Source: an optimization exercise on an open RTL-to-GDS flow (aim: small area, a short achievable clock period and few clock cycles per item). Production flows keep margins and buffers that such runs may drop.
At most, simulation tests tie the RTL to the original design; equivalence was not proved.
Power and IR drop assume default switching activity.

==> flow/design.v <==
module k2000_payload_codec (
    input  wire        clk,
    input  wire        rst,
    input  wire        cmd_valid,
    output wire        cmd_ready,
    input  wire        cmd_dir,       
    input  wire [3:0]  cmd_n,         
    input  wire [20:0] cmd_size,      
    input  wire        in_valid,
    output wire        in_ready,
    input  wire [7:0]  in_data,
    input  wire        in_last,
    output wire        out_valid,
    input  wire        out_ready,
    output wire [7:0]  out_data,
    output wire        out_last,
    output wire        done,
    output wire [2:0]  status,
    output wire [23:0] info_a,
    output wire [23:0] info_b
);
    localparam ST_OK       = 3'd0;
    localparam ST_BADWIDTH = 3'd1;
    localparam ST_CKSUM    = 3'd2;
    localparam ST_LENGTH   = 3'd3;
    localparam ST_MALFORM  = 3'd4;
    localparam ST_PADBITS  = 3'd5;
    reg         idle;        
    reg         run;         
    reg         drain;       
    reg         dv;          
    reg         pre;         
    reg         done_r;
    reg         in_rdy;
    reg         act;         
    reg         dir;
    reg         bad;
    reg  [2:0]  n;
    reg  [20:0] size;
    reg         padv;        
    reg         p7s;         
    reg  [2:0]  pad;         
    reg  [20:0] rcnt;        
    reg         rz;          
    reg         r1;          
    reg  [23:0] kcnt;        
    reg  [23:0] xreg;        
    reg  [7:0]  ebyte;       
    reg  [6:0]  sum;
    reg  [14:0] acc;         
    reg  [3:0]  cnt;         
    reg         first;       
    reg         over;        
    reg         mal;         
    reg         fresh;       
    reg         cks_sent;    
    reg  [2:0]  st;
    reg  [7:0]  od;
    reg         ov;
    reg         olast;
    assign cmd_ready = idle;
    assign in_ready  = in_rdy;
    assign out_valid = ov;
    assign out_data  = od;
    assign out_last  = olast;
    assign done      = done_r;
    assign status    = st;
    assign info_a    = xreg;
    assign info_b    = kcnt;
    function [2:0] m7add(input [2:0] a, input [2:0] b);
        reg [2:0] g, p;
        reg       c0, c1, c2;
        begin
            g  = a & b;
            p  = a ^ b;
            c0 = g[2] | (p[2] & g[1]) | (p[2] & p[1] & g[0]);
            c1 = g[0] | (p[0] & c0);
            c2 = g[1] | (p[1] & g[0]) | (p[1] & p[0] & c0);
            m7add = p ^ {c2, c1, c0};
        end
    endfunction
    wire [20:0] nsz  = ~cmd_size;
    wire [11:0] r7a  = {m7add(nsz[2:0], nsz[5:3]), m7add(nsz[8:6], nsz[11:9]),
                        m7add(nsz[14:12], nsz[17:15]), nsz[20:18]};
    wire [5:0]  r7b  = {m7add(acc[11:9], acc[8:6]), m7add(acc[5:3], acc[2:0])};
    wire [2:0]  r7   = m7add(acc[5:3], acc[2:0]);           
    wire [2:0]  pad7 = (r7 == 3'd7) ? 3'd0 : r7;
    wire [7:0]  nmask  = (8'd1 << n) - 8'd1;
    wire        adv    = !ov || out_ready;
    wire        take   = in_rdy && in_valid;
    wire        r2     = (rcnt == 21'd2);
    wire        dec    = run && !dir;
    wire        enc    = run && dir;
    wire        dat    = !rz && (!r1 || !cnt[3]);
    wire        d_pk   = dec && take && !in_last;           
    wire        d_end  = dec && take && in_last;            
    wire        tk     = act && take && (dir || (!in_last && dat));
    wire [3:0]  n4     = {1'b0, n};
    wire [3:0]  thr    = 4'd8 - n4;                         
    wire [22:0] ya     = {acc, 8'd0} >> cnt;
    wire [7:0]  chunk  = in_data & nmask;
    wire [3:0]  ti     = dir ? {~cnt[3], cnt[2:0]} : (cnt + n4);
    wire [15:0] yi     = {(dir ? in_data : chunk), 8'd0} >> ti;
    wire [7:0]  ybyte  = ya[7:0] | (tk ? yi[7:0] : 8'd0);
    wire [3:0]  fb     = n4 - {1'b0, pad};                   
    wire        ge_t   = dir || (!first && (cnt >= thr));
    wire        ge_0   = cnt[3];
    wire        emit   = act && adv && (tk ? ge_t : ge_0);
    wire [3:0]  c_te   = dir ? (cnt + thr) : (cnt - thr);    
    wire [3:0]  c_t    = dir ? {1'b1, cnt[2:0]} : (first ? fb : (cnt + n4));
    wire [3:0]  c_e    = dir ? (cnt - n4) : {1'b0, cnt[2:0]};
    wire [3:0]  cnt_n  = tk ? (emit ? c_te : c_t) : (emit ? c_e : cnt);
    wire        e_room = adv ? (tk ? !c_te[3] : (cnt < {1'b1, n})) : (!tk && !cnt[3]);
    wire        d_room = adv || (tk ? (c_t <= 4'd8) : (cnt <= 4'd8));
    wire [14:0] acc_t  = dir ? {acc[6:0], in_data} : ((acc << n) | {7'd0, chunk});
    wire [6:0]  addend = dir ? (fresh ? od[6:0] : 7'd0) : in_data[6:0];
    wire [6:0]  addsum = sum + addend;
    wire        e_cks  = enc && act && adv && rz && (cnt == thr) && !cks_sent;
    wire        e_end  = enc && ov && olast && out_ready;
    wire        e_bend = enc && bad && rz;
    wire        d_malb  = (in_data & ~nmask) != 8'd0;
    wire [7:0]  padmask = nmask & ~((8'd1 << (n - pad)) - 8'd1);
    wire        pad_bad = (ebyte & padmask) != 8'd0;
    wire        cks_ok  = (in_data == {1'b0, sum});
    wire        len_ok  = !over && (rz || (r1 && cnt[3]));
    wire [2:0]  d_code  = bad      ? ST_BADWIDTH :
                          !cks_ok  ? ST_CKSUM    :
                          !len_ok  ? ST_LENGTH   :
                          mal      ? ST_MALFORM  :
                          pad_bad  ? ST_PADBITS  : ST_OK;
    wire        r_dec  = dir ? (enc && take) : emit;
    wire        r_nz_n = r_dec ? !(rz || r1) : !rz;
    wire [4:0]  dstep  = acc[4:0];                          
    wire        dv_sz  = (dstep < 5'd21);
    wire        dv_last = (dstep == 5'd23);
    wire [2:0]  nm1    = n - 3'd1;
    wire        dv_bit = dv_sz ? size[20] : nm1[2'd3 - dstep[1:0]];
    wire [3:0]  dv_rt  = {pad, dv_bit};
    wire        dv_ge  = (dv_rt >= {1'b0, n});
    wire [2:0]  dv_rem = dv_ge ? (dv_rt[2:0] - n) : dv_rt[2:0];
    wire [2:0]  padx   = (n == 3'd7) ? pad7 : (nm1 - pad);
    wire [2:0]  padq   = (n == 3'd7) ? ((r7 == 3'd7) ? 3'd1 : (r7 + 3'd1)) : ~pad;    
    wire        cn_bad = (cmd_n == 4'd0) || cmd_n[3];
    wire        cn_div = (cmd_n == 4'd3) || (cmd_n == 4'd5) || (cmd_n == 4'd6);
    wire        cn_7   = (cmd_n == 4'd7);
    always @(posedge clk) begin
        if (rst) begin
            idle   <= 1'b1;
            run    <= 1'b0;
            drain  <= 1'b0;
            dv     <= 1'b0;
            pre    <= 1'b0;
            done_r <= 1'b0;
            in_rdy <= 1'b0;
            act    <= 1'b0;
            ov     <= 1'b0;
        end else begin
            done_r <= 1'b0;
            if (idle && cmd_valid) begin
                idle   <= 1'b0;
                run    <= !cn_div;
                dv     <= cn_div;
                pre    <= cn_div;
                act    <= !(cn_div || cn_7 || cn_bad);
                in_rdy <= !(cn_div || cn_7) && (!cmd_dir || (cmd_size != 21'd0));
            end
            if (run && !padv && p7s)
                act <= 1'b1;
            if (emit || e_cks)
                ov <= 1'b1;
            else if (out_ready)
                ov <= 1'b0;
            if (run) begin
                if (dir)
                    in_rdy <= (padv || p7s) && r_nz_n && (!act || e_room);
                else
                    in_rdy <= (padv || p7s) && !(take && in_last) && (!act || d_room);
            end
            if (d_end) begin
                run <= 1'b0;
                if (d_code == ST_OK) begin
                    if (rz && adv) begin
                        done_r <= 1'b1;
                        act    <= 1'b0;
                    end else
                        drain <= 1'b1;
                end else begin
                    ov  <= 1'b0;
                    act <= 1'b0;
                    if (d_code == ST_LENGTH)
                        dv <= 1'b1;
                    else
                        done_r <= 1'b1;
                end
            end
            if (drain && rz && adv) begin
                drain  <= 1'b0;
                act    <= 1'b0;
                done_r <= 1'b1;
            end
            if (e_end) begin
                run    <= 1'b0;
                act    <= 1'b0;
                done_r <= 1'b1;
            end
            if (e_bend) begin
                run    <= 1'b0;
                done_r <= 1'b1;
            end
            if (dv && dv_last) begin
                dv  <= 1'b0;
                pre <= 1'b0;
                if (pre)
                    run <= 1'b1;
                else
                    done_r <= 1'b1;
            end
            if (done_r)
                idle <= 1'b1;
        end
    end
    always @(posedge clk) begin
        if (idle && cmd_valid) begin
            dir      <= cmd_dir;
            n        <= cmd_n[2:0];
            bad      <= cn_bad;
            size     <= cmd_size;
            rcnt     <= cmd_size;
            rz       <= (cmd_size == 21'd0);
            r1       <= (cmd_size == 21'd1);
            padv     <= !(cn_div || cn_7);
            p7s      <= !cn_7;
            pad      <= 3'd0;
            kcnt     <= 24'd0;
            xreg     <= 24'd0;
            ebyte    <= 8'd0;
            sum      <= 7'd0;
            acc      <= cn_div ? 15'd0 : {3'd0, r7a};
            cnt      <= cmd_dir ? (4'd8 - cmd_n) : 4'd0;
            first    <= 1'b1;
            over     <= 1'b0;
            mal      <= 1'b0;
            fresh    <= 1'b0;
            cks_sent <= 1'b0;
            st       <= ST_OK;
        end
        if (run && !padv && !p7s) begin
            p7s <= 1'b1;
            acc <= {9'd0, r7b};
        end
        if (run && !padv && p7s) begin
            padv <= 1'b1;
            pad  <= padx;
            acc  <= 15'd0;
            if (dir)
                cnt <= {1'b0, padq};
        end
        if (act) begin
            cnt <= cnt_n;
            if (tk)
                acc <= acc_t;
            if (emit) begin
                od    <= dir ? (ybyte & nmask) : ybyte;
                olast <= !dir && r1;
            end
        end
        if (dir ? (enc && fresh) : d_pk)
            sum <= addsum;
        if (enc)
            fresh <= emit;
        if (e_cks) begin
            od       <= {1'b0, addsum};
            olast    <= 1'b1;
            cks_sent <= 1'b1;
        end
        if (d_pk && !bad) begin
            if (kcnt != 24'hFFFFFF)
                kcnt <= kcnt + 24'd1;
            first <= 1'b0;
            if (first || (!mal && d_malb))
                ebyte <= in_data;
            if (!mal && d_malb) begin
                mal  <= 1'b1;
                xreg <= kcnt;
            end
            if (!dat)
                over <= 1'b1;
        end
        if (r_dec) begin
            rcnt <= rcnt - 21'd1;
            rz   <= r1;
            r1   <= r2;
        end
        if (d_end) begin
            st <= d_code;
            if (!bad) begin
                if (!cks_ok)
                    xreg <= {16'd0, in_data};
                kcnt <= !cks_ok ? {17'd0, sum} :
                        !len_ok ? kcnt :
                        mal     ? {16'd0, ebyte} : 24'd0;
            end
            if (d_code == ST_LENGTH) begin
                acc <= 15'd0;
                pad <= 3'd0;
            end
        end
        if (e_bend)
            st <= ST_BADWIDTH;
        if (dv) begin
            pad  <= dv_rem;
            if (!pre)
                xreg <= {xreg[22:0], dv_ge};
            if (dv_sz)
                size <= {size[19:0], size[20]};
            acc[4:0] <= dstep + 5'd1;
        end
    end
endmodule
==> flow/config.mk <==
export PLATFORM = sky130hd
export DESIGN_NAME = k2000_payload_codec
export DESIGN_NICKNAME = k2000_payload_codec
export VERILOG_FILES = /design/flow/design.v
export SDC_FILE = /design/flow/constraint.sdc
export NUM_CORES = 4
export LEC_CHECK = 0
export CAP_MARGIN = 20
export CORE_MARGIN = 2
export CORE_UTILIZATION = 40
export CTS_BUF_LIST = sky130_fd_sc_hd__clkbuf_4 sky130_fd_sc_hd__clkbuf_8
export CTS_CLUSTER_SIZE = 20
export SETUP_SLACK_MARGIN = 5
export SLEW_MARGIN = 20
==> flow/constraint.sdc <==
create_clock -name core_clock -period 10.0 [get_ports {clk}]
set_input_delay 2.0000 -clock core_clock [delete_from_list [all_inputs] [get_ports {clk}]]
set_output_delay 2.0000 -clock core_clock [all_outputs]
set_load 0.01 [all_outputs]
standard.sh (not shown) runs the stock make flow with config.mk's settings and CLKGATE_MAP_FILE= SYNTH_SCRIPT=/design/flow/synth_recipe.tcl, a recipe that flattens the netlist after the stock synthesis.
==> flow/flow/run.sh <==
#!/bin/bash
# Standard ORFS layout (the standard.sh, its synthesis unchanged) with a
# tighter timing-repair target and buf_1 port buffers. The clock period and
# SDC are the standard flow's own (constraint.sdc).
set -euo pipefail
bash standard.sh \
  "SETUP_SLACK_MARGIN=6.3" \
  "BUFFER_PORTS_ARGS=-buffer_cell sky130_fd_sc_hd__buf_1" \
  finish > standard.log 2>&1
The first run went through all stages and came out clean.
Testbench counts at the start, summed over its fixed seeds: cycles 55,644, items 27,958.
Change:
--- a/flow/design.v
+++ b/flow/design.v
@@ -35,8 +35,9 @@
     reg         act;         
     reg         dir;
     reg         bad;
     reg  [2:0]  n;
+    reg  [3:0]  thr;         
     reg  [20:0] size;
     reg         padv;        
     reg         p7s;         
     reg  [2:0]  pad;         
@@ -95,9 +96,8 @@
     wire        d_pk   = dec && take && !in_last;           
     wire        d_end  = dec && take && in_last;            
     wire        tk     = act && take && (dir || (!in_last && dat));
     wire [3:0]  n4     = {1'b0, n};
-    wire [3:0]  thr    = 4'd8 - n4;                         
     wire [22:0] ya     = {acc, 8'd0} >> cnt;
     wire [7:0]  chunk  = in_data & nmask;
     wire [3:0]  ti     = dir ? {~cnt[3], cnt[2:0]} : (cnt + n4);
     wire [15:0] yi     = {(dir ? in_data : chunk), 8'd0} >> ti;
@@ -129,9 +129,9 @@
                           mal      ? ST_MALFORM  :
                           pad_bad  ? ST_PADBITS  : ST_OK;
     wire        r_dec  = dir ? (enc && take) : emit;
     wire        r_nz_n = r_dec ? !(rz || r1) : !rz;
-    wire [4:0]  dstep  = acc[4:0];                          
+    wire [4:0]  dstep  = sum[4:0];                          
     wire        dv_sz  = (dstep < 5'd21);
     wire        dv_last = (dstep == 5'd23);
     wire [2:0]  nm1    = n - 3'd1;
     wire        dv_bit = dv_sz ? size[20] : nm1[2'd3 - dstep[1:0]];
@@ -222,8 +222,9 @@
     always @(posedge clk) begin
         if (idle && cmd_valid) begin
             dir      <= cmd_dir;
             n        <= cmd_n[2:0];
+            thr      <= 4'd8 - {1'b0, cmd_n[2:0]};
             bad      <= cn_bad;
             size     <= cmd_size;
             rcnt     <= cmd_size;
             rz       <= (cmd_size == 21'd0);
@@ -234,9 +235,9 @@
             kcnt     <= 24'd0;
             xreg     <= 24'd0;
             ebyte    <= 8'd0;
             sum      <= 7'd0;
-            acc      <= cn_div ? 15'd0 : {3'd0, r7a};
+            acc      <= {3'd0, r7a};
             cnt      <= cmd_dir ? (4'd8 - cmd_n) : 4'd0;
             first    <= 1'b1;
             over     <= 1'b0;
             mal      <= 1'b0;
@@ -299,12 +300,10 @@
                 kcnt <= !cks_ok ? {17'd0, sum} :
                         !len_ok ? kcnt :
                         mal     ? {16'd0, ebyte} : 24'd0;
             end
-            if (d_code == ST_LENGTH) begin
-                acc <= 15'd0;
-                pad <= 3'd0;
-            end
+            pad <= 3'd0;
+            sum <= 7'd0;
         end
         if (e_bend)
             st <= ST_BADWIDTH;
         if (dv) begin
@@ -312,8 +311,8 @@
             if (!pre)
                 xreg <= {xreg[22:0], dv_ge};
             if (dv_sz)
                 size <= {size[19:0], size[20]};
-            acc[4:0] <= dstep + 5'd1;
+            sum <= dv_last ? 7'd0 : {2'd0, dstep + 5'd1};
         end
     end
 endmodule
- area after synthesis goes up by 2.5%
- total power goes down by 1.1%
- die area goes up by 2.4%
- count of clock-buffer cells in the layout goes up by 4
- register-to-register slack improves by 60 ps
- cell count goes down by 0.86%
- combinational power goes down by 3.3%
- global-route usage goes up by 0.25 points
- critical path depth goes down by 1
No functional check of the RTL was part of the second run of this note.

what the ideal ports hide:
How much do the figures lean on ideal ports? The routed layouts below were timed once more, with nothing changed but the port constraints. Step 1, drivers: a clkbuf_16 drives clk and a buf_2 each remaining input, both assumed. Step 2 adds t to the input delays and takes it off the output delays; t is the mean of the earliest and latest rising clock arrival at the registers after step 1. Input paths then give back, and output paths get back, about the clock's delay inside the block. Three values: ideal, step 1, step 2; two values: the first two.
run	t, ns	slack for setup (ns)	hold slack, ns	worst slew at a driven data input, ns
the first run	0.546	6.321 / 6.341 / 5.796	0.470 / 0.470 / 0.470	0.08
the second run	0.521	6.279 / 6.259 / 5.738	0.460 / 0.460 / 0.460	0.11
After both steps setup and hold are still met in every run listed. The setup slack of the second run, which loses most, moves by -0.020 ns with the drivers and by -0.541 ns with both steps.
